Context: an optimization exercise on an open-source flow, tuned for small area, a short achievable clock period and few clock cycles. The choices shown serve that exercise and are no tape-out recipe. Function was checked by simulation only, so behaviour that the tests miss may differ from the original. Power and IR drop assume default switching activity.

===== design.v =====
module pcs_rxq (
    input  wire clk,
    input  wire rst,
    input  wire enq_valid,      
    input  wire drain,          
    output wire ready           
);
    reg [4:0] cnt;
    reg       rdy;
    wire      acc;              
    assign ready = rdy;
    assign acc   = enq_valid & rdy;
    always @(posedge clk) begin
        if (rst) begin
            cnt <= 5'd0;
            rdy <= 1'b1;
        end else if (drain) begin
            cnt <= {4'd0, acc};
            rdy <= 1'b1;
        end else if (acc) begin
            cnt <= cnt + 5'd1;
            rdy <= (cnt != 5'd19);
        end
    end
endmodule
module pcs_dec (
    input  wire        clk,
    input  wire        rst,
    input  wire        enq_valid,    
    input  wire        enq_ready,    
    input  wire [10:0] ent_id,
    input  wire [63:0] ent_data,
    input  wire        drain,        
    output reg  [7:0]  vm_mode,
    output reg  [15:0] vm_vbus,
    output reg  [15:0] vm_vset,
    output reg  [15:0] vm_pmax,
    output reg  [3:0]  vm_ilim_code,
    output reg  [4:0]  vm_ilim_a,
    output reg         vm_en,
    output reg  [13:0] acv_raw,
    output reg  [9:0]  aci_raw,
    output reg  [11:0] dcdc_i_raw,
    output reg  [11:0] hvv_raw,
    output reg  [9:0]  lvv_raw,
    output reg  [63:0] alertm_raw,
    output wire [63:0] alertl_raw
);
    reg [7:0]  p_mode;
    reg [15:0] p_vbus, p_vset, p_pmax;
    reg [3:0]  p_ilim;
    reg        p_en;
    reg [13:0] p_acv;
    reg [9:0]  p_aci;
    reg [11:0] p_dcdci, p_hvv;
    reg [9:0]  p_lvv;
    reg [63:0] p_alm;
    reg [63:8] p_all;
    reg [63:8] all_hi;
    assign alertl_raw = {all_hi, 8'h00};
    wire id_vm, id_ac, id_dc, id_alm, id_all;
    pcs_idm u_idm (
        .valid(enq_valid), .ready(enq_ready), .id(ent_id), .b0(ent_data[7:0]),
        .vm(id_vm), .ac(id_ac), .dc(id_dc), .alm(id_alm), .all(id_all)
    );
    wire [3:0] en_code = ent_data[59:56];
    always @(posedge clk) begin
        if (rst) begin
            p_mode <= 8'd0;
            p_en   <= 1'b0;
        end else if (id_vm) begin
            p_mode <= ent_data[7:0];
            if (en_code == 4'hA)
                p_en <= 1'b1;
            else if (en_code == 4'hC)
                p_en <= 1'b0;
        end
    end
    always @(posedge clk) begin
        if (id_vm) begin
            p_vbus <= ent_data[23:8];
            p_vset <= ent_data[39:24];
            p_pmax <= ent_data[55:40];
            p_ilim <= ent_data[63:60];
        end
        if (id_ac) begin
            p_acv <= ent_data[13:0];
            p_aci <= ent_data[23:14];
        end
        if (id_dc) begin
            p_dcdci <= ent_data[11:0];
            p_hvv   <= ent_data[23:12];
            p_lvv   <= ent_data[33:24];
        end
        if (id_alm)
            p_alm <= ent_data;
        if (id_all)
            p_all <= ent_data[63:8];
    end
    always @(posedge clk) begin
        if (rst) begin
            vm_mode <= 8'd0;
            vm_en   <= 1'b0;
        end else if (drain) begin
            vm_mode <= p_mode;
            vm_en   <= p_en;
        end
    end
    always @(posedge clk) begin
        if (drain) begin
            vm_vbus      <= p_vbus;
            vm_vset      <= p_vset;
            vm_pmax      <= p_pmax;
            vm_ilim_code <= p_ilim;
            vm_ilim_a    <= {1'b0, p_ilim} + 5'd1;
            acv_raw      <= p_acv;
            aci_raw      <= p_aci;
            dcdc_i_raw   <= p_dcdci;
            hvv_raw      <= p_hvv;
            lvv_raw      <= p_lvv;
            alertm_raw   <= p_alm;
            all_hi       <= p_all;
        end
    end
endmodule
module pcs_idm (
    input  wire        valid,
    input  wire        ready,
    input  wire [10:0] id,
    input  wire [7:0]  b0,
    output wire        vm,
    output wire        ac,
    output wire        dc,
    output wire        alm,
    output wire        all
);
    wire acc = valid && ready;
    assign vm  = acc && (id == 11'h10A);
    assign ac  = acc && (id == 11'h201);
    assign dc  = acc && (id == 11'h202);
    assign alm = acc && (id == 11'h204);
    assign all = acc && (id == 11'h205) && (b0 == 8'h00);
endmodule
module pcs_enc (
    input  wire [3:0]  row,
    input  wire [1:0]  alt_flags,      
    input  wire [3:0]  ctr,
    input  wire [3:0]  in_opcode,
    input  wire [15:0] in_vtgt_raw,
    input  wire [15:0] in_pwr_w,
    input  wire        in_chg_active,
    output reg  [10:0] f_id,
    output reg  [3:0]  f_len,
    output reg  [63:0] f_data
);
    wire [3:0] cks_hi = ctr + 4'd6;
    always @(*) begin
        f_id = 11'h000; f_len = 4'd0; f_data = 64'd0;
        case (row)
            4'd0:  begin f_id = 11'h401; f_len = 4'd8;
                         f_data = {48'h665544332211, in_vtgt_raw[15:8], in_vtgt_raw[7:4], in_opcode}; end
            4'd1:  begin f_id = 11'h402; f_len = 4'd3;
                         f_data = {40'd0, 7'd0, in_chg_active, in_pwr_w}; end
            4'd2:  begin f_id = 11'h403; f_len = 4'd8; f_data = 64'hC7C6C5C4C3C2C1C0; end
            4'd3:  begin f_id = 11'h411; f_len = 4'd8;
                         f_data = {cks_hi, 4'hC, ctr, 4'h7, 48'h605040302010}; end
            4'd4:  begin f_id = 11'h421; f_len = 4'd8;
                         f_data = alt_flags[0] ? 64'hB7B6B5B4B3B2B1B0 : 64'hA7A6A5A4A3A2A1A0; end
            4'd5:  begin f_id = 11'h422; f_len = 4'd8; f_data = 64'h0000000000000022; end
            4'd6:  begin f_id = 11'h423; f_len = 4'd8; f_data = 64'hCB695A4B3C2D1E0F; end
            4'd7:  begin f_id = 11'h424; f_len = 4'd8; f_data = 64'h0807060504030201; end
            4'd8:  begin f_id = 11'h425; f_len = 4'd6; f_data = 64'h0000252525252525; end
            4'd9:  begin f_id = 11'h426; f_len = 4'd8;
                         f_data = alt_flags[1] ? 64'hA5A5A5A5A5A5A5A5 : 64'h5A5A5A5A5A5A5A5A; end
            4'd10: begin f_id = 11'h427; f_len = 4'd2; f_data = 64'h0000000000007227; end
            4'd11: begin f_id = 11'h428; f_len = 4'd8; f_data = 64'hFFFFFFFFFFFFFFFF; end
            4'd12: begin f_id = 11'h429; f_len = 4'd0; f_data = 64'h0000000000000000; end
            4'd13: begin f_id = 11'h42A; f_len = 4'd8; f_data = 64'h000000000000002A; end
            4'd14: begin f_id = 11'h42B; f_len = 4'd4; f_data = 64'h00000000EFBEADDE; end
            default: ;
        endcase
    end
endmodule
module m3pcs_can_core (
    input  wire        clk,
    input  wire        rst,
    input  wire        rx_valid,
    input  wire [10:0] rx_id,
    input  wire [3:0]  rx_len,
    input  wire [63:0] rx_data,
    output wire        rx_ready,
    input  wire        cmd_valid,
    input  wire [1:0]  cmd_op,        
    output wire        cmd_ready,
    input  wire        cad_en,
    input  wire [3:0]  in_opcode,
    input  wire [15:0] in_vtgt_raw,
    input  wire [15:0] in_pwr_w,
    input  wire        in_chg_active,
    output wire        tx_valid,
    output reg  [10:0] tx_id,
    output reg  [3:0]  tx_len,
    output reg  [63:0] tx_data,
    input  wire        tx_ready,
    output wire [7:0]  vm_mode,
    output wire [15:0] vm_vbus,
    output wire [15:0] vm_vset,
    output wire [15:0] vm_pmax,
    output wire [3:0]  vm_ilim_code,
    output wire [4:0]  vm_ilim_a,
    output wire        vm_en,
    output wire [13:0] acv_raw,
    output wire [9:0]  aci_raw,
    output wire [11:0] dcdc_i_raw,
    output wire [11:0] hvv_raw,
    output wire [9:0]  lvv_raw,
    output wire [63:0] alertm_raw,
    output wire [63:0] alertl_raw
);
    localparam OP_DRAIN  = 2'd0;
    localparam OP_TICK1  = 2'd1;
    localparam OP_TICK50 = 2'd2;
    reg        tx_vld;           
    reg        idle;             
    reg [3:0]  row;              
    reg [3:0]  tk_one, tk_ten;   
    reg [1:0]  alt;
    reg [3:0]  ctr;
    assign tx_valid  = tx_vld;
    assign cmd_ready = idle;
    wire fire    = cmd_valid && idle;
    wire f_drain;
    pcs_cmdd u_cmdd (.valid(cmd_valid), .idle(idle), .op(cmd_op), .drain(f_drain));
    wire f_t1    = fire && (cmd_op == OP_TICK1);
    wire f_t50   = fire && (cmd_op == OP_TICK50);
    pcs_rxq u_rxq (
        .clk(clk), .rst(rst),
        .enq_valid(rx_valid), .drain(f_drain),
        .ready(rx_ready)
    );
    pcs_dec u_dec (
        .clk(clk), .rst(rst),
        .enq_valid(rx_valid), .enq_ready(rx_ready), .ent_id(rx_id), .ent_data(rx_data), .drain(f_drain),
        .vm_mode(vm_mode), .vm_vbus(vm_vbus), .vm_vset(vm_vset), .vm_pmax(vm_pmax),
        .vm_ilim_code(vm_ilim_code), .vm_ilim_a(vm_ilim_a), .vm_en(vm_en),
        .acv_raw(acv_raw), .aci_raw(aci_raw), .dcdc_i_raw(dcdc_i_raw),
        .hvv_raw(hvv_raw), .lvv_raw(lvv_raw),
        .alertm_raw(alertm_raw), .alertl_raw(alertl_raw)
    );
    wire       t1_five  = (tk_one == 4'd5);
    wire       t1_any   = t1_five || (tk_one == 4'd0 && tk_ten < 4'd5);
    wire [3:0] t1_first = t1_five         ? 4'd0
                        : (tk_ten == 4'd0) ? 4'd4
                        : (tk_ten == 4'd1) ? 4'd7
                        : (tk_ten == 4'd2) ? 4'd9
                        : (tk_ten == 4'd3) ? 4'd11 : 4'd13;
    wire       sends    = cad_en && ((cmd_op == OP_TICK1 && t1_any) || cmd_op == OP_TICK50);
    wire       last     = (row == 4'd2) || (row == 4'd3) || (row == 4'd6) || (row == 4'd8) ||
                          (row == 4'd10) || (row == 4'd12) || (row == 4'd14);
    wire [3:0] nrow = tx_vld ? row + 4'd1 : (cmd_op[1] ? 4'd3 : t1_first);
    wire       load = !tx_vld || tx_ready;
    wire [10:0] f_id;
    wire [3:0]  f_len;
    wire [63:0] f_data;
    pcs_enc u_enc (
        .row(nrow), .alt_flags(alt), .ctr(ctr),
        .in_opcode(in_opcode), .in_vtgt_raw(in_vtgt_raw),
        .in_pwr_w(in_pwr_w), .in_chg_active(in_chg_active),
        .f_id(f_id), .f_len(f_len), .f_data(f_data)
    );
    always @(posedge clk) begin
        if (load) begin
            row     <= nrow;
            tx_id   <= f_id;
            tx_len  <= f_len;
            tx_data <= f_data;
        end
    end
    always @(posedge clk) begin
        if (rst) begin
            tx_vld <= 1'b0;
            idle   <= 1'b1;
            tk_one <= 4'd0;
            tk_ten <= 4'd0;
            alt    <= 2'b00;
            ctr    <= 4'd0;
        end else begin
            if (!tx_vld) begin
                tx_vld <= fire && sends;
                idle   <= !(fire && sends);
            end else if (tx_ready) begin
                tx_vld <= !last;
                idle   <= last;
            end
            if (f_t1) begin
                if (!cad_en) begin
                    tk_one <= 4'd0;
                    tk_ten <= 4'd0;
                end else if (tk_one == 4'd9) begin
                    tk_one <= 4'd0;
                    tk_ten <= (tk_ten == 4'd9) ? 4'd0 : tk_ten + 4'd1;
                end else begin
                    tk_one <= tk_one + 4'd1;
                end
                if (cad_en && tk_one == 4'd0 && tk_ten == 4'd0)
                    alt[0] <= ~alt[0];
                if (cad_en && tk_one == 4'd0 && tk_ten == 4'd2)
                    alt[1] <= ~alt[1];
            end
            if (f_t50 && cad_en)
                ctr <= ctr + 4'd1;
        end
    end
endmodule
module pcs_cmdd (
    input  wire       valid,
    input  wire       idle,
    input  wire [1:0] op,
    output wire       drain
);
    assign drain = valid && idle && (op == 2'd0);
endmodule

===== config.mk =====
export PLATFORM = sky130hd
export DESIGN_NAME = m3pcs_can_core
export DESIGN_NICKNAME = m3pcs_can_core
export VERILOG_FILES = /design/flow/design.v
export SDC_FILE = /design/flow/constraint.sdc
export NUM_CORES = 4
export LEC_CHECK = 0
export CAP_MARGIN = 20
export CORE_MARGIN = 2
export CORE_UTILIZATION = 40
export CTS_CLUSTER_DIAMETER = 100
export CTS_CLUSTER_SIZE = 24
export PLACE_DENSITY = 0.6
export SLEW_MARGIN = 20
export SYNTH_HIERARCHICAL = 1
export SYNTH_MINIMUM_KEEP_SIZE = 0

===== standard.sh =====
#!/bin/bash
# synth_recipe.tcl (not shown) runs the flow's synth.tcl, then flattens the netlist and writes it again
# the make line also repeats each setting of config.mk as NAME=value (left out here)
make -C /OpenROAD-flow-scripts/flow DESIGN_CONFIG=/design/flow/config.mk WORK_HOME=/design/flow/orfs CLKGATE_MAP_FILE= SYNTH_SCRIPT=/design/flow/synth_recipe.tcl "${@:-finish}"

===== flow/run.sh =====
#!/bin/bash
set -e
bash standard.sh finish \
  SETUP_SLACK_MARGIN=7.0 \
  "BUFFER_PORTS_ARGS=-buffer_cell sky130_fd_sc_hd__buf_1" > standard.log 2>&1

===== constraint.sdc =====
create_clock -name core_clock -period 10.0 [get_ports {clk}]
set_input_delay 2.0000 -clock core_clock [delete_from_list [all_inputs] [get_ports {clk}]]
set_output_delay 2.0000 -clock core_clock [all_outputs]
set_load 0.01 [all_outputs]

==> results list, run 1 <==
- Number of primary I/O pins: 458
* Vias in the first global route: 10500
- At the worst endpoint, the required time is 8.00 ns.
- Std-Cell Core Area: 50100 um^2
* TritonCTS buffer count: 28
- The total overflow left after global routing is 0.
- The critical path goes through buf_1.
* Type of the worst setup path: flip-flop to output pin
* Total design power: 4.54 mW
- Worst-path maximum fanout: 1
* Area growth from synthesis to layout: 28.0%
- Most numerous cell types in the synthesized netlist: 548 x edfxtp_1, 60 x nand2_1, 43 x nor2_1
* Type of destination of the critical path: output pin
- Clk sinks: 588
* Count of warnings emitted by yosys: 10
- Across the run, the number of max-cap violations was 0.
- Kind of path behind the tightest hold check: flip-flop to flip-flop
- Worst setup path endpoint: tx_data[34]
* Wire length of the first global-routing pass: 70000 um
- Critical path's slowest cell: edfxtp_1
- Synthesis inferred 588 register bits.
- Run status: finished clean
- Global Route Usage Sum: 18.0%
- Across all layers, the routed design uses 11000 vias.
- Total iterations of the first detailed-routing run: 5
- Post-DP HPWL: 29400 um
* Number of enable-type register cells in the synthesized netlist: 548
- For this configuration, the core starts out at a cell density of 40.5%.
- Via density: 4.86
- Number of pins with negative max-slew slack in the final report: 0
* Skew-Pair Late Insertion Delay: 0.60 ns
- The final critical path takes up 32.2% of the cycle.
- Destination of the worst register-to-register timing path: tx_data[8]$_DFFE_PP_
* Maximum clock path buffer count: 3
- The net count of the finished layout is 1712.
* Synth Instances: 1057
- The congestion estimate from routability-driven global placement came to 0.826.
- Measured in cells, the most critical reg-to-reg path has a length of 9.
* Post-layout min period: 3.22 ns
- In this run the number of cells on the critical path is 1.
- Number of antenna violations at the first check in global routing: 4
* H-tree levels: 1
* Setup repair after global routing missed its margin: true
- After detailed routing, the average wire length per cell comes to 21.9 um.
- Count of buffers inserted at the top-level ports: 441
- Entering global routing, the biggest net connects 84 pins.
* Share of cells above drive strength 1: 33.7%
* Site Rows: 82
* Number of design rule violations left after detail routing: 0
- The most used flip-flop cell after synthesis is edfxtp_1.
* Post-place instance area: 22800 um^2
- Height of the die: 229 um
- FFs w/ async S/R, synth: 0%
- Sum of buffers and inverters on the critical path: 1
* Endpoints failing hold: 0
* PwrDens: 175 nW/um^2
- Area share of the leading cell type in the synthesized netlist: 81.2%
* Final-layout worst hold slack: 0.420 ns
- Number of hold buffers added after CTS: 0
- Cell area after synthesis: 20300 um^2
* Clock tree from TritonCTS: built
* Peak supply drop: 150 uV
* Count leader, synth: edfxtp_1
- Unique cell type count in the Yosys netlist: 81
- Between clock sinks in the finished design, the worst skew comes to 0.0183 ns.
- Clock Pin Slew Worst Setup and Hold Paths: 0.10 ns
* Kind of start point of the critical path: flip-flop
* Setup crit start: tx_data[34]$_DFFE_PP_
- Setup total negative slack on the finished layout was measured at 0 ns.
* Cell accounting for the most synthesized area: edfxtp_1
- Final Instance Area: 25900 um^2
- Reg-to-reg critical path startpoint: tk_one[0]$_SDFFE_PP0P_
* Relative slew slack: 47.7%
- Root buffer selected by CTS: clkbuf_16
* Detailed-route wire length: 49700 um
- Die area: 52500 um^2
* Remaining antenna violation count: 0
- In the post-synthesis netlist, the biggest area contributors are edfxtp_1 81%, dfxtp_1 3.9%, mux2i_1 1.2%.
* Worst-margin pin slew: 0.785 ns
- Seq/Total Area, Yosys: 85.1%
- Die X-Extent: 229 um
* Arrival time at the worst endpoint: 1.22 ns
- Setup slack on the worst reg-to-reg path comes out at 7.53 ns.
- First DRT Iteration DRCs: 953
- Setup violations remaining at the end of the flow were counted as 0.
- Derived from the worst setup path, the maximum achievable clock frequency is 311 MHz.
- The largest single stage delay on the critical path is 0.46 ns.
- Static leakage power: 9.33 nW
- After synthesis, the mean cell area works out to 19.2 um^2.
- Among cell families on the critical path, the largest total delay comes from flip-flops.
- Start point of the worst min-delay path: u_dec.p_all[18]$_DFFE_PP_
==> registers in the layout (all words and copies together), names as in the netlist, 11 cells and up <==
signal            count
u_dec.vm_vbus        16
u_dec.p_pmax         16
u_dec.dcdc_i_raw     12
u_dec.p_all          56
u_dec.p_vbus         16
u_dec.p_hvv          12
u_dec.alertm_raw     64
u_dec.vm_pmax        16
tx_id                11
u_dec.p_vset         16
u_dec.p_alm          64
tx_data              64
u_dec.all_hi         56
u_dec.acv_raw        14
u_dec.p_dcdci        12
u_dec.hvv_raw        12
u_dec.p_acv          14
u_dec.vm_vset        16
==> through the flow <==
stage,setup slack [ns],util (%),std cells
after global placement,5.39,45.6,2137
after detailed placement,5.35,45.6,2137
after floorplan,5.08,-,1067
final,6.78,51.8,2274
after CTS,6.76,50.6,2254
after global routing,6.74,51.8,2272
==> where the power goes <==
part / switching (mW) / total (mW) / internal, mW
combinational: 0.279 / 0.457 / 0.178
clock: 0.713 / 1.26 / 0.552
sequential: 0.0368 / 2.82 / 2.78
==> cell usage in the layout (no fill, tap or decap), drive strengths merged, types with 6 or more instances in the layout <==
cell type	synthesis	routed
edfxtp	548	548
buf	49	348
clkbuf	4	231
nand2	62	62
o21ai	51	51
nor2	47	47
a21oi	42	42
dfxtp	40	40
mux2i	24	24
inv	20	20
nand2b	16	16
nand3	15	15
xnor2	12	12
conb	2	12
ha	10	10
nor3	9	9
nand4	8	8
nor2b	7	7
a21o	6	6
o211ai	6	6
xor2	6	6
nor3b	6	6
==> modules after synthesis (local to each module, per instance) <==
module / area [um^2] / flip-flops and latches / copies in the design
pcs_dec: 14800 / 483 / 1
pcs_idm: 130 / 0 / 1
pcs_rxq: 251 / 6 / 1
m3pcs_can_core: 3560 / 99 / 1
pcs_enc: 1570 / 0 / 1
pcs_cmdd: 12.5 / 0 / 1
==> worst min-delay path by stage <==
stage | to | slack [ns] | cells past startpoint
after global placement | u_dec.all_hi[61]$_DFFE_PP_ | 0.40 | 0
after floorplan | u_dec.aci_raw[0]$_DFFE_PP_ | 0.40 | 0
after CTS | u_dec.alertm_raw[58]$_DFFE_PP_ | 0.42 | 0
final | u_dec.all_hi[18]$_DFFE_PP_ | 0.42 | 0
after detailed placement | u_dec.aci_raw[0]$_DFFE_PP_ | 0.40 | 0
after global routing | u_dec.alertm_raw[60]$_DFFE_PP_ | 0.43 | 0
==> cells by family after synthesis <==
group | count (synthesis) | synth area share, %
XOR/XNOR | 18 | 0.815
multiplexers | 28 | 1.41
buffers and inverters | 73 | 2.17
adder cells (fa/ha/maj) | 10 | 0.617
other | 2 | 0.0370
AND/OR/NAND/NOR | 203 | 5.66
flip-flops | 588 | 85.1
AO/OA/AOI/OAI | 135 | 4.18
==> layer usage <==
metal | track usage, % | wire [um]
met4 | 4.34 | 1020
met5 | 0 | 62
met2 | 29.7 | 24500
met3 | 4.73 | 3690
met1 | 23.9 | 20500
==> final cells by class <==
type | count | area, um^2
fillers | 4170 | 24100
flip-flops and latches | 588 | 17300
repair buffers | 532 | 3850
multi-input cells | 408 | 3060
well taps | 672 | 841
clock buffers | 51 | 808
inverters | 20 | 95.1
clock inverters | 1 | 16.3
diodes | 2 | 5.00
==> timing repair <==
item,4_1_cts,5_1_grt
setup endpoints to repair,880,620
resized for setup,248,227
hold endpoints to repair,0,0
cloned,23,5
setup buffers,42,13
pin swaps,19,11
Testbench counts, summed over its fixed seeds: cycles 5,661.
==> inputs of run 2 (changes only) <==
==> flow/run.sh (replaced) <==
#!/bin/bash
set -e
bash standard.sh finish \
  SETUP_SLACK_MARGIN=6.8 \
  "BUFFER_PORTS_ARGS=-buffer_cell sky130_fd_sc_hd__buf_1" > standard.log 2>&1
==> run 2 against run 1 <==
Still clean on timing, DRC and antenna; total power fell by 1.6%; worst setup slack improved by 0.0031 ns; synthesized cell count did not move; worst hold slack got worse by 0.0039 ns; non-clock buffer count fell by 44; combinational power fell by 12%; sequential share of layout area rose by 4.4 points; cell count fell by 2.5%; clock power barely moved; area after synthesis did not move; register-to-register slack got worse by 0.04 ns; routed wire length fell by 6.3%; critical endpoint unchanged.
==> results list, run 2 <==
* Share of the clock period used by the worst path after layout: 32.1%
- FFs w/ async S/R, synth: 0%
- The kind of cell with the highest combined delay along the critical path is flip-flops.
* Share of cells above drive strength 1: 13.3%
* First DRT Iteration DRCs: 879
* Worst path cell trace: clkbuf_2
- Layout Nets: 1668
- Static timing analysis puts the maximum clock frequency at 311 MHz.
- The largest registers in the layout are tx_data x64, u_dec.alertm_raw x64, u_dec.p_alm x64.
- The die covers 52500 um^2.
- For flop-to-flop paths, the worst setup slack is 7.49 ns.
- The average instance in the mapped netlist occupies 19.2 um^2.
- Total of max-cap violations: 0
* Kind of start point of the critical path: flip-flop
- Synth Instances: 1057
* Vias in the first global route: 10200
- The detailed router used layers up to and including met5.
- The first detailed-routing pass took 7 iterations.
- Count of warnings emitted by yosys: 10
- Wires add up to 46600 um.
* Flip-flop and latch count after synthesis: 588
- Setup repair after global routing missed its margin: true
- Clock tree synthesis inserted a total of 28 buffers.
* Number of enable-type register cells in the synthesized netlist: 548
* Skew-Pair Late Insertion Delay: 0.60 ns
- DR vias: 10700
* Sum of overflow across all layers after global routing: 0
- Std-Cell Core Area: 50100 um^2
- Worst slack at placement: 5.23 ns
- Arrival time at the worst endpoint: 1.21 ns
* Cell area after synthesis: 20300 um^2
* Starting Density: 40.5%
- At the worst endpoint, the required time is 8.00 ns.
- Worst Slack Setup Final: 6.79 ns
- The run finished with no timing, DRC or antenna violations.
* Top_reg_cell synth: edfxtp_1
- Of all nets on the critical path, the largest fanout is 1.
- After layout, the design draws a total of 4.47 mW.
* Clk sinks: 588
- Wire segments on met3 add up to 3600 um in the final route.
- Global routing used 16.7% of the available tracks across all layers.
* Slowest Stage Delay on Critical Path: 0.45 ns
- Peak supply drop: 162 uV
- Most frequent standard cell in the layout excluding fill and tap cells: edfxtp_1
* Height of the die: 229 um
- During I/O placement, the number of pins put on the boundary was 458.
- Summed over all nets, wire length on met2 after detailed routing comes to 22800 um.
- In this run the clock root is driven by a clkbuf_16.
- The share of synthesized area in the top cell type comes to 81.2%.
* Critical path's slowest cell: edfxtp_1
- Maximum clock path buffer count: 3
* Final worst clock skew: 0.0262 ns
* Setup TNS: 0 ns
* Endpoints failing hold: 0
- The number of antenna violations at the first check in global routing is 7.
- Count of buffers inserted at the top-level ports: 441
- STA classifies the critical path endpoint as an output pin.
- H-tree levels: 1
- The critical path is of the flip-flop to output pin type.
* Global placer's final weighted congestion: 0.821
- Site Rows: 82
- Top library cells by usage in the layout, fill and taps aside: 548 x edfxtp_1, 392 x buf_1, 55 x nand2_1
- Most numerous cell types in the synthesized netlist: 548 x edfxtp_1, 60 x nand2_1, 43 x nor2_1
- Final-layout worst hold slack: 0.416 ns
* Relative slew slack: 45.3%
- Length of routed wiring on met1: 19300 um
* Number of pins with negative max-slew slack in the final report: 0
- Remaining antenna violation count: 0
- Number of hold buffers added after CTS: 0
- Routed wire length per instance: 21.0 um
* Static leakage power: 8.08 nW
* Clock tree from TritonCTS: built
* Final setup fails: 0
- Area growth from synthesis to layout: 20.0%
- Kind of path behind the tightest hold check: flip-flop to flip-flop
- Die X-Extent: 229 um
* Final standard cell utilization of the core: 48.6%
* Count leader, synth: edfxtp_1
* Cell accounting for the most synthesized area: edfxtp_1
- After clock tree synthesis, the clock-pin slew on the worst setup and hold paths is 0.10 ns.
- After synthesis, flip-flops and latches occupy 85.1% of the total area.
- After synthesis, the cell types taking the most area are edfxtp_1 81%, dfxtp_1 3.9%, mux2i_1 1.2%.
- Number of antenna repair diodes: 0
* Post-layout min period: 3.21 ns
- Unique cell type count in the Yosys netlist: 81
- Via density: 4.84
- Largest net degree at the start of global routing: 97
- Number of design rule violations left after detail routing: 0
- Worst-margin pin slew: 0.820 ns
* PwrDens: 184 nW/um^2
* Wire length of the first global-routing pass: 65900 um
- Sum of buffers and inverters on the critical path: 1
* Post-DP HPWL: 29600 um
run 2: changes by cell type in the layout (fill, tap and decap cells not counted), sizes merged:
cell    delta
buf      +101
bufbuf     -2
clkbuf   -154
diode      -2
inv        +1
run 2: per-stage QoR:
stage	area (um^2)	instances
after detailed placement	22700	2137
after global routing	24300	2218
after CTS	24000	2193
final	24300	2218
after global placement	22700	2137
after floorplan	20600	1067
run 2: report_power, final:
| group | switching (mW) | total [mW] | internal (mW) |
|---|---|---|---|
| Clock | 0.710 | 1.25 | 0.536 |
| Combinational | 0.264 | 0.403 | 0.139 |
| Sequential | 0.0364 | 2.82 | 2.78 |
| Total | 1.01 | 4.47 | 3.46 |
run 2: Yosys stat by module, one instance, submodules excluded:
| module | cells | flops+latches | area (um^2) | copies in the design |
|---|---|---|---|---|
| pcs_dec | 541 | 483 | 14800 | 1 |
| pcs_cmdd | 1 | 0 | 12.5 | 1 |
| pcs_idm | 15 | 0 | 130 | 1 |
| m3pcs_can_core | 214 | 99 | 3560 | 1 |
| pcs_rxq | 29 | 6 | 251 | 1 |
| pcs_enc | 257 | 0 | 1570 | 1 |
run 2: metal layers:
| layer | vias to the layer above | global-route usage [%] |
|---|---|---|
| li1 | 4959 | - |
| met1 | 5298 | 22.0 |
| met2 | 417 | 28.0 |
| met3 | 59 | 4.08 |
| met4 | 6 | 4.08 |
| met5 | - | 0 |
run 2: layout make-up:
type	instances	area, um^2
clock buffer	40	767
clock inverter	2	15.0
fill	4335	25700
inverter	20	85.1
multi-input combinational	408	2900
sequential	588	17300
tap	672	841
timing repair buffer	488	2450
run 2: kinds of logic after synthesis:
group,synth area share (%)
AOI/OAI and AO/OA,4.18
buffers and inverters,2.17
muxes,1.41
other,0.0370
DFF,85.1
and+or+nand+nor,5.66
adders and majority gates,0.617
xor gates and xnor gates,0.815
run 2: what timing repair did:
item | in CTS | in global routing
gates cloned | 7 | 5
gates resized for setup | 51 | 60
buffers inserted | 7 | 20
endpoints found under the setup margin | 510 | 340
pin swaps | 6 | 11
run 2: final timing paths:
path | start | end | depth (start not counted)
worst max register to register | tk_ten[1]$_SDFFE_PP0P_ | tx_data[10]$_DFFE_PP_ | 9
worst min-delay path | u_dec.p_vset[2]$_DFFE_PP_ | u_dec.vm_vset[2]$_DFFE_PP_ | 0
worst min register to register | u_dec.p_vset[2]$_DFFE_PP_ | u_dec.vm_vset[2]$_DFFE_PP_ | 0
worst max-delay path | tx_data[34]$_DFFE_PP_ | tx_data[34] | 1
==> inputs of run 3 (changes only) <==
--- a/design.v
+++ b/design.v
@@ -232,7 +232,6 @@
     wire f_drain;
     pcs_cmdd u_cmdd (.valid(cmd_valid), .idle(idle), .op(cmd_op), .drain(f_drain));
     wire f_t1    = fire && (cmd_op == OP_TICK1);
-    wire f_t50   = fire && (cmd_op == OP_TICK50);
     pcs_rxq u_rxq (
         .clk(clk), .rst(rst),
         .enq_valid(rx_valid), .drain(f_drain),
@@ -257,8 +256,9 @@
     wire       sends    = cad_en && ((cmd_op == OP_TICK1 && t1_any) || cmd_op == OP_TICK50);
     wire       last     = (row == 4'd2) || (row == 4'd3) || (row == 4'd6) || (row == 4'd8) ||
                           (row == 4'd10) || (row == 4'd12) || (row == 4'd14);
-    wire [3:0] nrow = tx_vld ? row + 4'd1 : (cmd_op[1] ? 4'd3 : t1_first);
-    wire       load = !tx_vld || tx_ready;
+    wire       taken = tx_vld && tx_ready;
+    wire [3:0] nrow  = tx_vld ? (tx_ready ? row + 4'd1 : row)
+                              : (cmd_op[1] ? 4'd3 : t1_first);
     wire [10:0] f_id;
     wire [3:0]  f_len;
     wire [63:0] f_data;
@@ -269,12 +269,10 @@
         .f_id(f_id), .f_len(f_len), .f_data(f_data)
     );
     always @(posedge clk) begin
-        if (load) begin
-            row     <= nrow;
-            tx_id   <= f_id;
-            tx_len  <= f_len;
-            tx_data <= f_data;
-        end
+        row     <= nrow;
+        tx_id   <= f_id;
+        tx_len  <= f_len;
+        tx_data <= f_data;
     end
     always @(posedge clk) begin
         if (rst) begin
@@ -302,12 +300,12 @@
                 end else begin
                     tk_one <= tk_one + 4'd1;
                 end
-                if (cad_en && tk_one == 4'd0 && tk_ten == 4'd0)
-                    alt[0] <= ~alt[0];
-                if (cad_en && tk_one == 4'd0 && tk_ten == 4'd2)
-                    alt[1] <= ~alt[1];
             end
-            if (f_t50 && cad_en)
+            if (taken && row == 4'd4)
+                alt[0] <= ~alt[0];
+            if (taken && row == 4'd9)
+                alt[1] <= ~alt[1];
+            if (taken && row == 4'd3)
                 ctr <= ctr + 4'd1;
         end
     end
==> run 3 against run 2 <==
Via count shrank 1.9%; final area fell by 3.0%; worst hold slack better by 0.0053 ns; register-to-register slack improved by 0.06 ns; first-iteration DRC count shrank 25%; clock power is essentially flat; largest cell class unchanged.
==> results list, run 3 <==
- Counting instances in the post-synthesis netlist gives the leading cell types as 465 x edfxtp_1, 123 x dfxtp_1, 62 x nand2_1.
- During I/O placement, the number of pins put on the boundary was 458.
- Kind of start point of the critical path: flip-flop
* Clock tree from TritonCTS: built
* Cell family with the largest share of critical-path delay: flip-flops
* Clock Pin Slew Worst Setup and Hold Paths: 0.10 ns
* Std-Cell Core Area: 47800 um^2
- After synthesis, the share of flip-flops with an asynchronous set or reset is 0%.
- The congestion estimate from routability-driven global placement came to 0.824.
- Count of warnings emitted by yosys: 10
* Worst-path maximum fanout: 1
- By instance count, the leading cell after synthesis is edfxtp_1.
- Flip-flop and latch count after synthesis: 588
- Counting both buffers and inverters, the worst setup path holds a total of 1.
* Maximum clock path buffer count: 3
* Global Route Usage Sum: 17.0%
- For this run, the register share of the synthesized area comes to 84.6%.
- After floorplanning, the core was divided into 80 placement rows.
* Static leakage power: 7.83 nW
- Each instance of the synthesized netlist takes up on average 18.5 um^2.
- Setup violations remaining at the end of the flow were counted as 0.
- The first routing iteration left 660 violations.
- Top cells by area, synth: edfxtp_1 72%, dfxtp_1 13%, mux2i_1 1.3%
- Leaving out fill and tap cells, the most frequent cells in the layout are 465 x edfxtp_1, 407 x buf_1, 120 x dfxtp_1.
- The number of antenna violations at the first check in global routing was 3.
- Endpoints failing hold: 0
- The worst-case IR drop observed on VDD is 131 uV.
* Sum of overflow across all layers after global routing: 0
- The worst path uses 32.4% of the clock period.
- The signal on the critical path passes through clkbuf_2.
- For this run, the leading register cell type out of synthesis is edfxtp_1.
* Slowest Stage Delay on Critical Path: 0.48 ns
- The cell count after synthesis came out at 1050.
- On the critical path, the stage with the largest delay is an instance of edfxtp_1.
- Post-DP HPWL: 28600 um
- Area growth from synthesis to layout: 21.5%
- Largest net degree at the start of global routing: 85
- At the pin with the least slew margin, the transition time is 0.610 ns.
* Max Fclk: 309 MHz
- Wire length of the first global-routing pass: 63700 um
* Type of the worst setup path: flip-flop to output pin
- Kind of path behind the tightest hold check: flip-flop to flip-flop
- Count of buffers inserted at the top-level ports: 441
* Share of cells above drive strength 1: 13.2%
- Cell area after synthesis: 19400 um^2
- The first detailed-routing pass took 7 iterations.
- Die area: 50300 um^2
* Run status: finished clean
- Largest registers in the final layout: tx_data x64, u_dec.alertm_raw x64, u_dec.p_alm x64
- In this run the number of H-tree levels came out at 1.
- Height of the die: 224 um
* Unique cell type count in the Yosys netlist: 78
- Root buffer selected by CTS: clkbuf_16
* Setup repair after global routing missed its margin: true
* TritonCTS buffer count: 29
- The biggest area contributor in the post-synthesis netlist is edfxtp_1.
* DR vias: 10500
- Number of pins with negative max-slew slack in the final report: 0
- Max-cap violations in this run came to 0.
- The via count of the first global-routing pass came to 9834.
* Final worst clock skew: 0.0185 ns
* Setup TNS: 0 ns
* Clk sinks: 588
- The layout has 4125 filler cells.
- Detailed-route wire length: 45400 um
- Post-layout min period: 3.24 ns
- The count of nets left with antenna violations once routing finished came out at 0.
- Summed over its instances, the top area cell type makes up 71.9% of the synthesized netlist area.
* Routed wire length per instance: 20.8 um
* Final-layout worst hold slack: 0.422 ns
- The number of hold buffers added after CTS was 0.
- After the flow finishes, the layout carries non-filler instances totaling 2178.
* Required time of the critical path: 8.00 ns
* Die X-Extent: 224 um
- Dividing total power by cell area gives a power density of 182 nW/um^2.
- STA classifies the critical path endpoint as an output pin.
* Skew-Pair Late Insertion Delay: 0.58 ns
- Via density: 4.84
- Relative slew slack: 59.4%
- The library cell used most frequently in the layout, excluding fill and tap cells, is edfxtp_1.
* Number of design rule violations left after detail routing: 0
* Layout Nets: 1675
* Starting Density: 40.6%
- Counting flops with a built-in enable in the synthesized netlist gives 465.
* Arrival time at the worst endpoint: 1.24 ns
- # placed instances: 2077
## run 3: final timing paths
kind                              startpoint                    endpoint  slack (ns)  cells after the start
setup / recovery  u_dec.aci_raw[2]$_DFFE_PP_                  aci_raw[2]        6.76                      1
setup reg to reg      tk_one[1]$_SDFFE_PP0P_         tx_data[12]$_DFF_P_        7.55                     10
hold reg to reg    u_dec.p_vbus[7]$_DFFE_PP_  u_dec.vm_vbus[7]$_DFFE_PP_        0.42                      0
hold / removal     u_dec.p_vbus[7]$_DFFE_PP_  u_dec.vm_vbus[7]$_DFFE_PP_        0.42                      0
## run 3: cells by family after synthesis
logic type | share of synthesized area, %
xor+xnor | 0.986
flops | 84.6
compound gates | 4.19
fa+ha+maj | 0.709
buf+inv | 2.22
other cells | 0.0387
mux | 1.58
simple gates | 5.71
## run 3: per-stage QoR
| step | area, um^2 | setup slack (ns) | util (%) | power [mW] |
|---|---|---|---|---|
| after floorplan | 19700 | 5.08 | - | 2.93 |
| after global placement | 21800 | 5.24 | 45.6 | 3.04 |
| after detailed placement | 21800 | 5.22 | 45.6 | 3.04 |
| after CTS | 23200 | 6.74 | 48.5 | 4.32 |
| after global routing | 23600 | 6.72 | 49.3 | 4.44 |
| final | 23600 | 6.76 | 49.3 | 4.29 |
## run 3: cell type report
type	instances	area, um^2	share of cell area [%]
clock inverter	3	40.0	0.170
sequential	588	16400	69.6
multi-input combinational	402	2850	12.1
timing repair buffer	500	2630	11.1
antenna	2	5.00	0.0212
inverter	19	76.3	0.323
tap	615	769	3.26
clock buffer	49	801	3.39
## run 3: per-module statistics from Yosys, one instance, submodules excluded
module,cells inside,cell area [um^2],flops+latches,times used
pcs_cmdd,1,12.5,0,1
pcs_enc,257,1570,0,1
m3pcs_can_core,207,2700,99,1
pcs_dec,541,14800,483,1
pcs_rxq,29,251,6,1
pcs_idm,15,130,0,1
## run 3: what timing repair did
| item | in CTS | in global routing |
|---|---|---|
| gates cloned | 8 | 6 |
| pin swaps | 11 | 10 |
| resized for setup | 49 | 53 |
| setup buffers | 16 | 17 |
| setup endpoints to repair | 382 | 251 |
## run 3: routing by layer
| layer | global-route usage, % | up-vias | part of all wire, % |
|---|---|---|---|
| met1 | 22.8 | 5191 | 42 |
| met2 | 28.3 | 407 | 49 |
| met3 | 3.81 | 60 | 7.8 |
| li1 | - | 4874 | - |
| met5 | 0 | - | 0.060 |
| met4 | 3.89 | 4 | 2.0 |
## run 3: where the power goes
group / internal, mW / switching, mW / leakage (nW)
clock: 0.557 / 0.721 / 0.400
combinational: 0.101 / 0.192 / 2.20
sequential: 2.69 / 0.0248 / 5.24
Testbench counts of run 3, summed over its fixed seeds: cycles 5,661.
==> inputs of run 4 (changes only) <==
==> flow/run.sh (replaced) <==
#!/bin/bash
set -e
bash standard.sh finish \
  SETUP_SLACK_MARGIN=6.7 \
  "BUFFER_PORTS_ARGS=-buffer_cell sky130_fd_sc_hd__buf_1" > standard.log 2>&1
==> run 4 against run 3 <==
Utilization decreased by 1.2 points; worst hold slack got worse by 0.0020 ns; clock-buffer cell count increased by 1; maximum frequency decreased by 1.2%; routed wire length decreased by 2.9%; combinational power decreased by 5%; largest cell class unchanged; global-route usage decreased by 0.64 points; worst setup slack got worse by 0.041 ns; highest routed layer unchanged; register-to-register slack got worse by 0.02 ns; critical endpoint is now u_dec.all_hi[28]$_DFFE_PP_.
==> results list, run 4 <==
- Area growth from synthesis to layout: 18.6%
* Starting Density: 40.6%
* Worst path cell trace: buf_1 > and4bb_4 > buf_8 > clkbuf_16
- The die covers 50300 um^2.
- On the worst path, the slowest cell contributes a delay of 0.42 ns.
* # placed instances: 2079
- Counting the fill cells in the layout gives 4109.
* Setup TNS: 0 ns
- Count of warnings emitted by yosys: 10
* Largest registers in the final layout: tx_data x64, u_dec.alertm_raw x64, u_dec.p_alm x64
- In the final routed layout, each cell accounts on average for 20.5 um.
- Static leakage power: 7.47 nW
- On the final layout, the worst hold slack is 0.420 ns.
- Die X-Extent: 224 um
- The cell sitting at the root of the clock tree is a clkbuf_16.
* Top library cells by usage in the layout, fill and taps aside: 465 x edfxtp_1, 439 x buf_1, 121 x dfxtp_1
* Vias in the first global route: 10100
- Start point of the worst min-delay path: u_dec.p_dcdci[8]$_DFFE_PP_
- The count of endpoints failing hold in the final timing report was 0.
- Cell depth of the worst min-delay path: 0
- For this design the top-level I/O count stands at 458.
- For this run, the total global-route usage over all layers was measured as 16.3%.
- In this run the vertical extent of the chip is 224 um.
- The clock drives 588 sinks.
- Type of destination of the critical path: flip-flop
- The longest clock path from root to sink contains 3 buffers.
* Skew-Pair Late Insertion Delay: 0.59 ns
* Post-layout min period: 3.28 ns
- Clock-pin slew was measured on the worst setup and hold paths at 0.09 ns.
- Most frequent standard cell in the layout excluding fill and tap cells: edfxtp_1
- The count of buffers added on input and output ports is 441.
- Detailed placement finished with a half-perimeter wire length of 28800 um.
- Unique cell type count in the Yosys netlist: 78
- Cell accounting for the most synthesized area: edfxtp_1
- In the final design database the tool counted 1648 nets.
- Hold Path Sink: u_dec.dcdc_i_raw[8]$_DFFE_PP_
- Final standard cell utilization of the core: 48.1%
- Number of antenna violations at the first check in global routing: 5
- Most numerous cell types in the synthesized netlist: 465 x edfxtp_1, 123 x dfxtp_1, 62 x nand2_1
- Data arrives at the worst endpoint at 3.56 ns.
- Of the available clock period, the critical path in the final layout requires 32.8%.
* Critical path's slowest cell: and4bb_4
- H-tree levels: 1
- Number of pins with negative max-slew slack in the final report: 0
- Yosys attributes the largest share of cell area to edfxtp_1 72%, dfxtp_1 13%, mux2i_1 1.3%.
* Seq/Total Area, Yosys: 84.6%
- In the final layout, the share of cells above drive strength 1 is 8.41%.
- Reg-to-reg critical path startpoint: tk_one[1]$_SDFFE_PP0P_
- At the pin with the least slew margin, the transition time is 0.618 ns.
* Kind of path behind the tightest hold check: flip-flop to flip-flop
- Wire length of the first global-routing pass: 61900 um
* Clock tree from TritonCTS: built
* Final setup fails: 0
- At the end of routability-driven placement, the weighted congestion stood at 0.809.
- At the worst endpoint, the required time is 10.27 ns.
* Type of the worst setup path: input port to flip-flop
- DR vias: 10400
- Run status: finished clean
* Setup repair after global routing missed its margin: false
- Along the worst path, the maximum fanout reaches 46.
* Via density: 4.85
- Largest net degree at the start of global routing: 93
- In this run the tightest slew margin relative to its limit is 58.8%.
- Final worst clock skew: 0.0198 ns
* Total design power: 4.25 mW
* Post-Layout Cell Count: 2150
- Max Fclk: 305 MHz
- The core region is 47800 um^2.
- Kind of start point of the critical path: input port
- Sum of overflow across all layers after global routing: 0
- Mean cell area of the mapped netlist: 18.5 um^2
- The tool flagged a number of max-cap violations equal to 0.
- Peak supply drop: 137 uV
- Number of design rule violations left after detail routing: 0
* First DRT Iteration DRCs: 694
- Synthesis produced 1050 cells.
- Buffers inserted during clock tree synthesis total 28.
- In this run, synthesis inferred 465 flip-flops with an integrated enable.
- Remaining antenna violation count: 0
* Total iterations of the first detailed-routing run: 5
* Flip-flop and latch count after synthesis: 588
* Detailed-route wire length: 44100 um
* Count leader, synth: edfxtp_1
* Setup slack on the worst flop-to-flop path: 7.53 ns
* Site Rows: 80
- Destination of the worst register-to-register timing path: tx_data[6]$_DFF_P_
* Top_reg_cell synth: edfxtp_1
* PwrDens: 184 nW/um^2
- Length in cells of the worst reg-to-reg path: 10
* Cell area after synthesis: 19400 um^2
- Area share of the leading cell type in the synthesized netlist: 71.9%
* FFs w/ async S/R, synth: 0%
[run 4: changes by cell type in the layout (fill, tap and decap cells not counted), sizes merged]
cell    delta
bufbuf     -3
and4bb     +2
clkbuf    -26
diode      -1
buf        +3
nor2       -1
inv        -2
[run 4: worst max path at each step]
stage / slack, ns / from / to
final: 6.72 / cmd_valid / u_dec.all_hi[28]$_DFFE_PP_
after global routing: 6.70 / cmd_op[1] / tx_data[8]$_DFF_P_
after CTS: 6.39 / cmd_valid / u_dec.alertm_raw[35]$_DFFE_PP_
after detailed placement: 4.88 / cmd_op[1] / u_dec.all_hi[34]$_DFFE_PP_
after global placement: 4.97 / cmd_op[1] / u_dec.alertm_raw[34]$_DFFE_PP_
after floorplan: 5.08 / cmd_op[0] / u_dec.vm_mode[0]$_SDFFE_PP0P_
[run 4: kinds of logic after synthesis]
group | after synthesis | share of synthesized area (%)
AO/OA/AOI/OAI | 129 | 4.19
buffers and inverters | 71 | 2.22
adder cells (fa/ha/maj) | 11 | 0.709
XOR/XNOR | 21 | 0.986
multiplexers | 30 | 1.58
other | 2 | 0.0387
flip-flops | 588 | 84.6
AND/OR/NAND/NOR | 198 | 5.71
[run 4: Yosys stat by module (local to each module, per instance)]
module	flops+latches	copies in the design	area [um^2]	cells inside
pcs_dec	483	1	14800	541
m3pcs_can_core	99	1	2700	207
pcs_enc	0	1	1570	257
pcs_rxq	6	1	251	29
pcs_idm	0	1	130	15
pcs_cmdd	0	1	12.5	1
[run 4: worst max-delay path: cells and delay by family]
| family | cells | cell delay (ns) |
|---|---|---|
| buffers and inverters | 3 | 1.09 |
| AND/OR/NAND/NOR | 1 | 0.42 |
[run 4: power breakdown]
group	total, mW	internal (mW)	switching (mW)
clock network	1.26	0.556	0.700
logic	0.277	0.0889	0.188
registers	2.71	2.69	0.0259
total	4.25	3.33	0.914
[run 4: repair_timing]
action                     in CTS  in global routing
pin swaps                       5                  1
hold buffers                    0                  0
buffers inserted                5                  6
gates resized for setup        30                 17
gates cloned                    3                  5
setup endpoints to repair     420                161
[run 4: area by class of cell]
| type | count | area, um^2 | area share (%) |
|---|---|---|---|
| Sequential cell | 588 | 16400 | 71.4 |
| Multi-Input combinational cell | 403 | 2790 | 12.1 |
| Timing Repair Buffer | 473 | 2140 | 9.27 |
| Clock buffer | 50 | 815 | 3.54 |
| Tap cell | 615 | 769 | 3.34 |
| Inverter | 19 | 72.6 | 0.315 |
| Clock inverter | 1 | 11.3 | 0.0489 |
| Antenna cell | 1 | 2.50 | 0.0109 |
[run 4: metal layers]
| layer | up-vias | global-route usage, % | wire [um] |
|---|---|---|---|
| met5 | - | 0 | 11 |
| met4 | 2 | 4.04 | 953 |
| met3 | 58 | 4.14 | 3540 |
| met2 | 409 | 27.3 | 21100 |
| met1 | 5142 | 21.5 | 18500 |
| li1 | 4823 | - | - |
[run 4: stage by stage]
step	area (um^2)	worst slack (ns)
global route	23000	6.70
detailed placement	21800	4.88
floorplan	19600	5.08
CTS	22800	6.39
finish	23000	6.72
global placement	21800	4.97
==> inputs of run 5 (changes only) <==
==> flow/run.sh (replaced) <==
#!/bin/bash
set -e
bash standard.sh finish \
  SETUP_SLACK_MARGIN=6.8 \
  "BUFFER_PORTS_ARGS=-buffer_cell sky130_fd_sc_hd__buf_1" > standard.log 2>&1
--- a/config.mk
+++ b/config.mk
@@ -7,10 +7,10 @@
 export LEC_CHECK = 0
 export CAP_MARGIN = 20
 export CORE_MARGIN = 2
-export CORE_UTILIZATION = 40
+export CORE_UTILIZATION = 75
 export CTS_CLUSTER_DIAMETER = 100
 export CTS_CLUSTER_SIZE = 24
-export PLACE_DENSITY = 0.6
+export PLACE_DENSITY = 0.85
 export SLEW_MARGIN = 20
 export SYNTH_HIERARCHICAL = 1
 export SYNTH_MINIMUM_KEEP_SIZE = 0
==> run 5 against run 4 <==
Synthesized cell count did not move; the run now fails in global routing (5_1_grt); area after synthesis did not move.
==> results list, run 5 <==
* Area share of the leading cell type in the synthesized netlist: 71.9%
* Starting Density: 76.7%
- Number of primary I/O pins: 458
* Cell accounting for the most synthesized area: edfxtp_1
- The clock passes through at most 3 buffers.
- Count of warnings emitted by yosys: 10
* Global placer's final weighted congestion: 0.874
- The number of antenna violations at the first check in global routing is 1.
* Number of enable-type register cells in the synthesized netlist: 465
* First Error: [ERROR DPL-0033] detailed placement checks failed during check placement.
- After synthesis, the share of flip-flops with an asynchronous set or reset is 0%.
* TritonCTS buffer count: 28
- Count leader, synth: edfxtp_1
* Top cells by area, synth: edfxtp_1 72%, dfxtp_1 13%, mux2i_1 1.3%
* Site Rows: 58
- Die X-Extent: 165 um
- Count of buffers inserted at the top-level ports: 441
- In this run the number of H-tree levels came out at 1.
* Mean cell area of the mapped netlist: 18.5 um^2
- The flow did not finish.
- After the last repair the worst path ends at a primary output.
* Flip-flop and latch count after synthesis: 588
- Worst setup endpoint after the global-route repair_timing: vm_vset[11]
- Clock tree synthesis found a total of 588 sinks.
- Summing all placed instances gives a cell area of 21500 um^2.
- Summed over all nets, the half-perimeter wirelength after detailed placement is 29500 um.
- The number of different library cells used by synthesis comes to 78.
- Cell area after synthesis: 19400 um^2
- Most numerous cell types in the synthesized netlist: 465 x edfxtp_1, 123 x dfxtp_1, 62 x nand2_1
- The floorplan step set the die height to 165 um.
- In the synthesized netlist the dominant register cell turns out to be edfxtp_1.
- Summing the sequential cell areas from Yosys gives 84.6% of the chip area.
- Largest net degree at the start of global routing: 91
- Clock tree synthesis selected as its root buffer the cell clkbuf_16.
* Synth Instances: 1050
* Last stage the flow got to: global routing (5_1_grt)
run 5: through the flow:
stage               setup slack [ns]  cells  power, mW
CTS                             6.77   1859       4.31
detailed placement              5.52   1791       3.04
global placement                5.60   1791       3.02
floorplan                       5.08   1060       2.93
run 5: power groups by stage:
stage / Combinational [mW] / Sequential (mW) / Clock (mW)
floorplan: 0.131 / 2.80 / 0
global placement: 0.256 / 2.77 / 0
detailed placement: 0.267 / 2.77 / 0
CTS: 0.304 / 2.72 / 1.29
run 5: cells by family after synthesis:
family	after synthesis	synth area share (%)
DFF	588	84.6
and+or+nand+nor	198	5.71
AOI/OAI and AO/OA	129	4.19
buffers and inverters	71	2.22
muxes	30	1.58
xor gates and xnor gates	21	0.986
adders and majority gates	11	0.709
other	2	0.0387
run 5: how the worst max path moves through the flow:
stage / depth (start not counted) / slack [ns] / end / start
floorplan: 4 / 5.08 / u_dec.vm_mode[0]$_SDFFE_PP0P_ / cmd_op[0]
global placement: 4 / 5.60 / u_dec.alertm_raw[63]$_DFFE_PP_ / cmd_op[1]
detailed placement: 4 / 5.52 / u_dec.vm_vset[13]$_DFFE_PP_ / cmd_op[1]
CTS: 1 / 6.77 / alertl_raw[13] / u_dec.all_hi[13]$_DFFE_PP_
run 5: Yosys stat by module, one instance, submodules excluded:
module          area (um^2)  flops+latches  cells
pcs_cmdd               12.5              0      1
pcs_rxq                 251              6     29
pcs_enc                1570              0    257
m3pcs_can_core         2700             99    207
pcs_idm                 130              0     15
pcs_dec               14800            483    541
run 5: what timing repair did:
action	in CTS
setup buffers	8
pin swaps	5
setup endpoints to repair	368
hold buffers	0
resized for setup	60
gates cloned	8
==> inputs of run 6 (changes only) <==
--- a/config.mk
+++ b/config.mk
@@ -7,10 +7,11 @@
 export LEC_CHECK = 0
 export CAP_MARGIN = 20
 export CORE_MARGIN = 2
-export CORE_UTILIZATION = 75
+export CORE_UTILIZATION = 60
 export CTS_CLUSTER_DIAMETER = 100
 export CTS_CLUSTER_SIZE = 24
-export PLACE_DENSITY = 0.85
+export PLACE_DENSITY = 0.75
 export SLEW_MARGIN = 20
 export SYNTH_HIERARCHICAL = 1
 export SYNTH_MINIMUM_KEEP_SIZE = 0
+export TNS_END_PERCENT = 5
==> run 6 against run 5 <==
The run now finishes clean; area after synthesis unchanged; synthesized cell count unchanged.
==> results list, run 6 <==
- Run status: finished clean
* Cell accounting for the most synthesized area: edfxtp_1
* Area occupied by multi-input gates: 2720 um^2
* Post-layout min period: 3.27 ns
- DR vias: 10300
* Detailed-route wire length: 39500 um
- After synthesis the netlist holds a flip-flop and latch count of 588.
- Entering global routing, the biggest net connects 84 pins.
- Most frequent standard cell in the layout excluding fill and tap cells: edfxtp_1
- For the pin with the worst max-slew slack, the measured transition is 1.01 ns.
* Setup repair after global routing missed its margin: true
* Via density: 5.34
- The tightest hold path in the finished design has a slack of 0.413 ns.
* Compound-Gate Fraction of Synth Area: 4.19%
- Slowest Stage Delay on Critical Path: 0.49 ns
* Wire length of the first global-routing pass: 56400 um
- Die area: 33800 um^2
* Area taken by flip-flops and latches: 16400 um^2
- In the final routed layout, each cell accounts on average for 20.5 um.
- For this run, the top clock speed supported by timing is 306 MHz.
- Site Rows: 65
* Number of enable-type register cells in the synthesized netlist: 465
- Clk sinks: 588
* Relative slew slack: 32.4%
- In this run the number of H-tree levels came out at 1.
- Before antenna repair, the detailed router went through 5 iterations.
* Die X-Extent: 184 um
- Share of the clock period used by the worst path after layout: 32.7%
- By area, the combinational part of the netlist is dominated by simple AND/OR/NAND/NOR gates.
- Setup TNS: 0 ns
* Count of warnings emitted by yosys: 10
- STA puts the critical path data required time at 8.00 ns.
* Final standard cell utilization of the core: 71.5%
* Share of cell area taken by muxes after synthesis: 1.58%
- Clock skew on the completed layout was measured at 0.0109 ns.
* Largest registers in the final layout: tx_data x64, u_dec.alertm_raw x64, u_dec.p_alm x64
- Area growth from synthesis to layout: 16.7%
- At the end of the flow, the number of nets in the layout was 1642.
- The worst setup path is of the flip-flop to output pin kind.
- After Yosys synthesis, and, or, nand and nor cells account for 5.71% of the synthesized area.
* Std-Cell Core Area: 31700 um^2
- Adder-Cell Fraction of Synth Area: 0.709%
- After clock tree synthesis, the clock-pin slew on the worst setup and hold paths is 0.09 ns.
- Peak supply drop: 136 uV
* Critical path's slowest cell: dfxtp_2
- Synth Instances: 1050
* Top library cells by usage in the layout, fill and taps aside: 465 x edfxtp_1, 439 x buf_1, 122 x dfxtp_1
- PwrDens: 186 nW/um^2
- The total overflow left after global routing is 0.
- Of the synthesized area, sequential elements account for 84.6%.
- Sum of buffers and inverters on the critical path: 1
- Worst-path maximum fanout: 10
- Cell family with the largest share of critical-path delay: flip-flops
- Number of design rule violations left after detail routing: 0
- TritonCTS buffer count: 28
* Type of destination of the critical path: output pin
- Summed over all cells, the static leakage comes to 7.43 nW.
- The synthesized design devotes to its leading area cell type 71.9% of total area.
* Total of max-cap violations: 0
- Count leader, synth: edfxtp_1
* # placed instances: 1864
- The die is 184 um tall.
- In this run the remaining antenna-violating nets after routing total 0.
- A synthesized cell averages 18.5 um^2.
* Kind of start point of the critical path: flip-flop
* Skew-Pair Late Insertion Delay: 0.57 ns
* Unique cell type count in the Yosys netlist: 78
- Maximum clock path buffer count: 3
- Endpoints failing hold: 0
* Worst path cell trace: buf_1
- Clock tree from TritonCTS: built
- At the worst endpoint, the arrival time is 1.27 ns.
* Kind of path behind the tightest hold check: flip-flop to flip-flop
* Top cells by area, synth: edfxtp_1 72%, dfxtp_1 13%, mux2i_1 1.3%
* Top_reg_cell synth: edfxtp_1
* Vias in the first global route: 9653
- Number of antenna repair diodes: 0
- For this design the top-level I/O count stands at 458.
- Once the floorplan was initialized, standard cells occupied 61.2% of the core.
* Most numerous cell types in the synthesized netlist: 465 x edfxtp_1, 123 x dfxtp_1, 62 x nand2_1
- The number of antenna violations at the first check in global routing is 1.
- Cell area after synthesis: 19400 um^2
- Post-Synth XOR/XNOR Area: 0.986%
- First DRT Iteration DRCs: 946
- Across every metal layer, demand over resource in global routing totals 22.4%.
- Share of cells above drive strength 1: 7.59%
- The final-report max-slew violation count was 0.
- Global placer's final weighted congestion: 0.837
- Final setup fails: 0
- Number of fill cells in the layout: 2000
- Count of buffers inserted at the top-level ports: 441
- Root buffer selected by CTS: clkbuf_16
- FFs w/ async S/R, synth: 0%
- The finished layout holds 1931 standard cells, fillers aside.
- The HPWL after detailed placement is 26200 um.
## run 6: cell counts after synthesis
No cell type changed its count.
## run 6: area by class of cell
type	instances	share of cell area, %
Clock inverter	1	0.0718
Sequential cell	588	72.5
Inverter	19	0.326
Multi-Input combinational cell	401	12.0
Timing Repair Buffer	469	9.36
Tap cell	402	2.22
Clock buffer	51	3.57
## run 6: final timing paths
path                            cells after the start                 startpoint  slack (ns)                          to
worst max-delay path                                1          tx_vld$_SDFF_PP0_        6.73                    tx_valid
worst min-delay path                                0  u_dec.p_vbus[5]$_DFFE_PP_        0.41  u_dec.vm_vbus[5]$_DFFE_PP_
worst max register to register                     10     tk_one[1]$_SDFFE_PP0P_        7.56         tx_data[10]$_DFF_P_
worst min register to register                      0  u_dec.p_vbus[5]$_DFFE_PP_        0.41  u_dec.vm_vbus[5]$_DFFE_PP_
## run 6: metrics by stage
step           power (mW)  setup slack [ns]  cell area, um^2
2_1_floorplan        2.92              5.08            19500
3_3_place_gp         3.02              5.27            21400
3_5_place_dp         3.02              5.22            21400
4_1_cts              4.23              6.71            22500
5_1_grt              4.35              6.67            22700
6_report             4.21              6.73            22700
## run 6: repair_timing
action                                 CTS  global route
pin swaps                                2             7
endpoints found under the hold margin    0             0
hold buffers                             0             0
gates resized for setup                 31            18
setup endpoints to repair              421           409
setup buffers                            2             6
cloned                                   2             5
## run 6: logic make-up after synthesis
kind of cell | Yosys count
AOI/OAI and AO/OA | 129
xor gates and xnor gates | 21
adders and majority gates | 11
buffers and inverters | 71
DFF | 588
muxes | 30
other | 2
and+or+nand+nor | 198
## run 6: per-module statistics from Yosys, one instance, submodules excluded
module	cells inside	area, um^2
pcs_dec	541	14800
m3pcs_can_core	207	2700
pcs_enc	257	1570
pcs_rxq	29	251
pcs_idm	15	130
pcs_cmdd	1	12.5
## run 6: layer usage
metal	wire length (um)	vias to the layer above	share of wire [%]	global-route usage, %
met3	3290	94	8.3	4.85
met1	14700	4891	37	27.5
met5	8	-	0.020	0
met2	20000	528	51	39.2
li1	-	4805	-	-
met4	1460	2	3.7	8.32
## run 6: power by group
part / internal (mW) / total (mW) / switching, mW
sequential: 2.69 / 2.71 / 0.0250
clock: 0.551 / 1.22 / 0.672
combinational: 0.0914 / 0.273 / 0.182
total: 3.33 / 4.21 / 0.879
==> inputs of run 7 (changes only) <==
--- a/config.mk
+++ b/config.mk
@@ -14,4 +14,4 @@
 export SLEW_MARGIN = 20
 export SYNTH_HIERARCHICAL = 1
 export SYNTH_MINIMUM_KEEP_SIZE = 0
-export TNS_END_PERCENT = 5
+export TNS_END_PERCENT = 25
==> run 7 against run 6 <==
Largest power group unchanged; area after synthesis stayed put; maximum frequency is 0.32% higher; routed wire length is 2.7% higher; register-to-register slack worse by 0.11 ns; non-clock buffer count is 4 higher; via count is 0.86% higher.
==> results list, run 7 <==
- In the layout the commonest cells are 465 x edfxtp_1, 439 x buf_1, 121 x dfxtp_1.
- The internal power of the cells totals 3.33 mW.
- Clock tree from TritonCTS: built
- Run status: finished clean
* Std-Cell Core Area: 31700 um^2
- Die X-Extent: 184 um
- The filler cells instantiated in the layout total 1995.
- After routing, the total negative slack on setup checks comes to 0 ns.
- Die area: 33800 um^2
* Required time of the critical path: 8.00 ns
- Entering global routing, the biggest net connects 79 pins.
* Clock network power share: 29.2%
* Count leader, synth: edfxtp_1
- Cell accounting for the most synthesized area: edfxtp_1
- The first global-routing pass estimated 56500 um of wire.
- Remaining antenna violation count: 0
- Final worst clock skew: 0.0349 ns
- Worst-margin pin slew: 0.658 ns
- Sum of buffers and inverters on the critical path: 1
- At the end of routability-driven placement, the weighted congestion stood at 0.855.
- In the routed design, unresolved DRC markers number 0.
* Type of the worst setup path: flip-flop to output pin
* Largest registers in the final layout: tx_data x64, u_dec.alertm_raw x64, u_dec.p_alm x64
* Length in cells of the worst reg-to-reg path: 10
- After synthesis, the mean cell area works out to 18.5 um^2.
- After synthesis, the most frequently instantiated cells are 465 x edfxtp_1, 123 x dfxtp_1, 62 x nand2_1.
- Cells fill 71.8% of the core in the end.
- Relative slew slack: 56.1%
- Share of total power in combinational logic: 6.6%
* Synth Instances: 1050
- Area share of the leading cell type in the synthesized netlist: 71.9%
* Setup repair after global routing missed its margin: true
- Most frequent standard cell in the layout excluding fill and tap cells: edfxtp_1
* Area growth from synthesis to layout: 17.2%
- In this run the worst path has a maximum fanout of 10.
- The cell area that synthesis handed to floorplanning was 19400 um^2.
- Layout Nets: 1647
- Summed over all nets, the switching power comes to 0.893 mW.
* Area occupied by multi-input gates: 2760 um^2
- Unique cell type count in the Yosys netlist: 78
* Number of primary I/O pins: 458
* Clock Pin Slew Worst Setup and Hold Paths: 0.09 ns
- Input and output buffers added on the ports amount to 441.
- Kind of path behind the tightest hold check: flip-flop to flip-flop
- Walking the worst path, the cells encountered are buf_1.
* Top_reg_cell synth: edfxtp_1
- Root buffer selected by CTS: clkbuf_16
- Endpoints failing hold: 0
- Seq/Total Area, Yosys: 84.6%
- Post-DP HPWL: 26300 um
- First DRT Iteration DRCs: 834
* TritonCTS buffer count: 28
- Total of max-cap violations: 0
* Site Rows: 65
- Worst slack at placement: 5.05 ns
- The analysis attributes to cell leakage a power of 7.47 nW.
- Of the cells placed in the final design, the portion with a size suffix greater than 1 is 8.28%.
* Flip-flop and latch count after synthesis: 588
* Kind of start point of the critical path: flip-flop
* Count of warnings emitted by yosys: 10
- Post-Layout Cell Count: 1937
- Final setup fails: 0
- Top cells by area, synth: edfxtp_1 72%, dfxtp_1 13%, mux2i_1 1.3%
- Net Sw Frac: 21.1%
- The clock period could shrink to 3.26 ns.
* # placed instances: 1864
* Worst Slack Setup Final: 6.74 ns
- Reg power frac: 64.2%
* Cell depth of the worst min-delay path: 0
* Vias in the first global route: 9609
- Among cell families on the critical path, the largest total delay comes from flip-flops.
- FFs w/ async S/R, synth: 0%
* Routed wire length per instance: 20.9 um
- In this run the deepest clock path goes through 3 buffers.
- Type of destination of the critical path: output pin
- The number of antenna violations at the first check in global routing is 2.
- Clk sinks: 588
- Number of pins with negative max-slew slack in the final report: 0
- H-tree levels: 1
- In the routed layout, each cell is associated on average with a via count of 5.37.
- Share of the clock period used by the worst path after layout: 32.6%
- Final-layout worst hold slack: 0.405 ns
- DR vias: 10400
* Height of the die: 184 um
* Global Route Usage Sum: 22.4%
- In this run the number of cells on the critical path is 1.
* Area taken by flip-flops and latches: 16400 um^2
* Starting Density: 61.2%
- Peak supply drop: 172 uV
- In this run, synthesis inferred 465 flip-flops with an integrated enable.
- After global routing the overflow that remains totals 0.
* Max Fclk: 307 MHz
- Detailed-route wire length: 40600 um
- Arrival time at the worst endpoint: 1.26 ns
- The first detailed-routing pass took 6 iterations.
* Critical path's slowest cell: dfxtp_2
* Skew-Pair Late Insertion Delay: 0.57 ns
* PwrDens: 186 nW/um^2
* Slowest Stage Delay on Critical Path: 0.50 ns
-- run 7: cell counts after synthesis --
No cell type changed its count.
-- run 7: logic make-up (layout without fill, tap and decap cells) --
family                   count (synthesis)  in the layout  synth area share, %
AND/OR/NAND/NOR                        198            199                 5.71
other                                    2             13               0.0387
buffers and inverters                   71            544                 2.22
multiplexers                            30             30                 1.58
adder cells (fa/ha/maj)                 11             11                0.709
flip-flops                             588            588                 84.6
AO/OA/AOI/OAI                          129            129                 4.19
XOR/XNOR                                21             21                0.986
-- run 7: metal layers --
layer | track usage [%] | up-vias | part of all wire, %
met4 | 5.28 | 2 | 2.4
met2 | 40.0 | 481 | 51
met3 | 4.46 | 68 | 8.1
met5 | 0 | - | 0.032
li1 | - | 4815 | -
met1 | 28.4 | 5043 | 38
-- run 7: power by group through the flow --
stage,Sequential [mW],Clock [mW],Combinational (mW)
after global placement,2.77,0,0.251
after CTS,2.71,1.26,0.258
after floorplan,2.80,0,0.120
final,2.71,1.23,0.278
after detailed placement,2.77,0,0.255
after global routing,2.72,1.34,0.301
-- run 7: layout make-up --
class / instances / share of cell area, %
multi-input cells: 402 / 12.1
repair buffers: 473 / 9.54
clock buffers: 51 / 3.55
flip-flops and latches: 588 / 72.2
clock inverters: 1 / 0.0715
well taps: 402 / 2.21
inverters: 19 / 0.324
diodes: 1 / 0.0110
-- run 7: final timing paths --
kind / startpoint / endpoint / slack [ns]
worst max-delay path: tx_vld$_SDFF_PP0_ / tx_valid / 6.74
worst min-delay path: u_dec.p_aci[8]$_DFFE_PP_ / u_dec.aci_raw[8]$_DFFE_PP_ / 0.41
worst max register to register: tk_one[1]$_SDFFE_PP0P_ / tx_data[34]$_DFF_P_ / 7.45
worst min register to register: u_dec.p_aci[8]$_DFFE_PP_ / u_dec.aci_raw[8]$_DFFE_PP_ / 0.41
-- run 7: per-module statistics from Yosys, one instance, submodules excluded --
module          copies in the design  cells  flops+latches  area [um^2]
pcs_idm                            1     15              0          130
pcs_cmdd                           1      1              0         12.5
m3pcs_can_core                     1    207             99         2700
pcs_enc                            1    257              0         1570
pcs_dec                            1    541            483        14800
pcs_rxq                            1     29              6          251
-- run 7: what timing repair did --
item,CTS,global route
pin swaps,3,6
hold buffers,0,0
gates resized for setup,12,49
cloned,2,6
setup endpoints to repair,490,350
setup buffers,4,8
-- run 7: metrics by stage --
stage               instance area [um^2]  power, mW
floorplan                          19500       2.92
global placement                   21400       3.02
detailed placement                 21400       3.02
CTS                                22400       4.23
global route                       22800       4.36
finish                             22800       4.23

## separate check: timing with driven ports
How much do the figures lean on ideal ports? The routed layouts below were timed once more, with nothing changed but the port constraints. Step 1 (the two cells are an assumption about what drives the block):
set clk [get_ports {clk}]
set_driving_cell -lib_cell sky130_fd_sc_hd__clkbuf_16 $clk
set_driving_cell -lib_cell sky130_fd_sc_hd__buf_2 [delete_from_list [all_inputs] $clk]
Step 2 times the ports against the registers' clock, not the clock port: input delays grow and output delays shrink by t, the midpoint of the rising clock arrivals with the driver on. Three values: ideal, step 1, step 2; two values: the first two.
run	shift t [ns]	slack for setup (ns)	slew at the worst register clock pin (ns)
run 1	0.645	6.783 / 6.727 / 6.197	0.10 / 0.10
run 2	0.636	6.786 / 6.734 / 6.185	0.10 / 0.10
run 3	0.637	6.759 / 6.702 / 6.161	0.10 / 0.10
run 4	0.634	6.718 / 6.726 / 6.116	0.10 / 0.10
run 6	0.607	6.735 / 6.690 / 6.172	0.10 / 0.10
run 7	0.603	6.745 / 6.699 / 6.194	0.10 / 0.10
After both steps setup and hold are still met in every run listed. The setup slack of run 4, which loses most, moves by +0.008 ns with the drivers and by -0.602 ns with both steps.
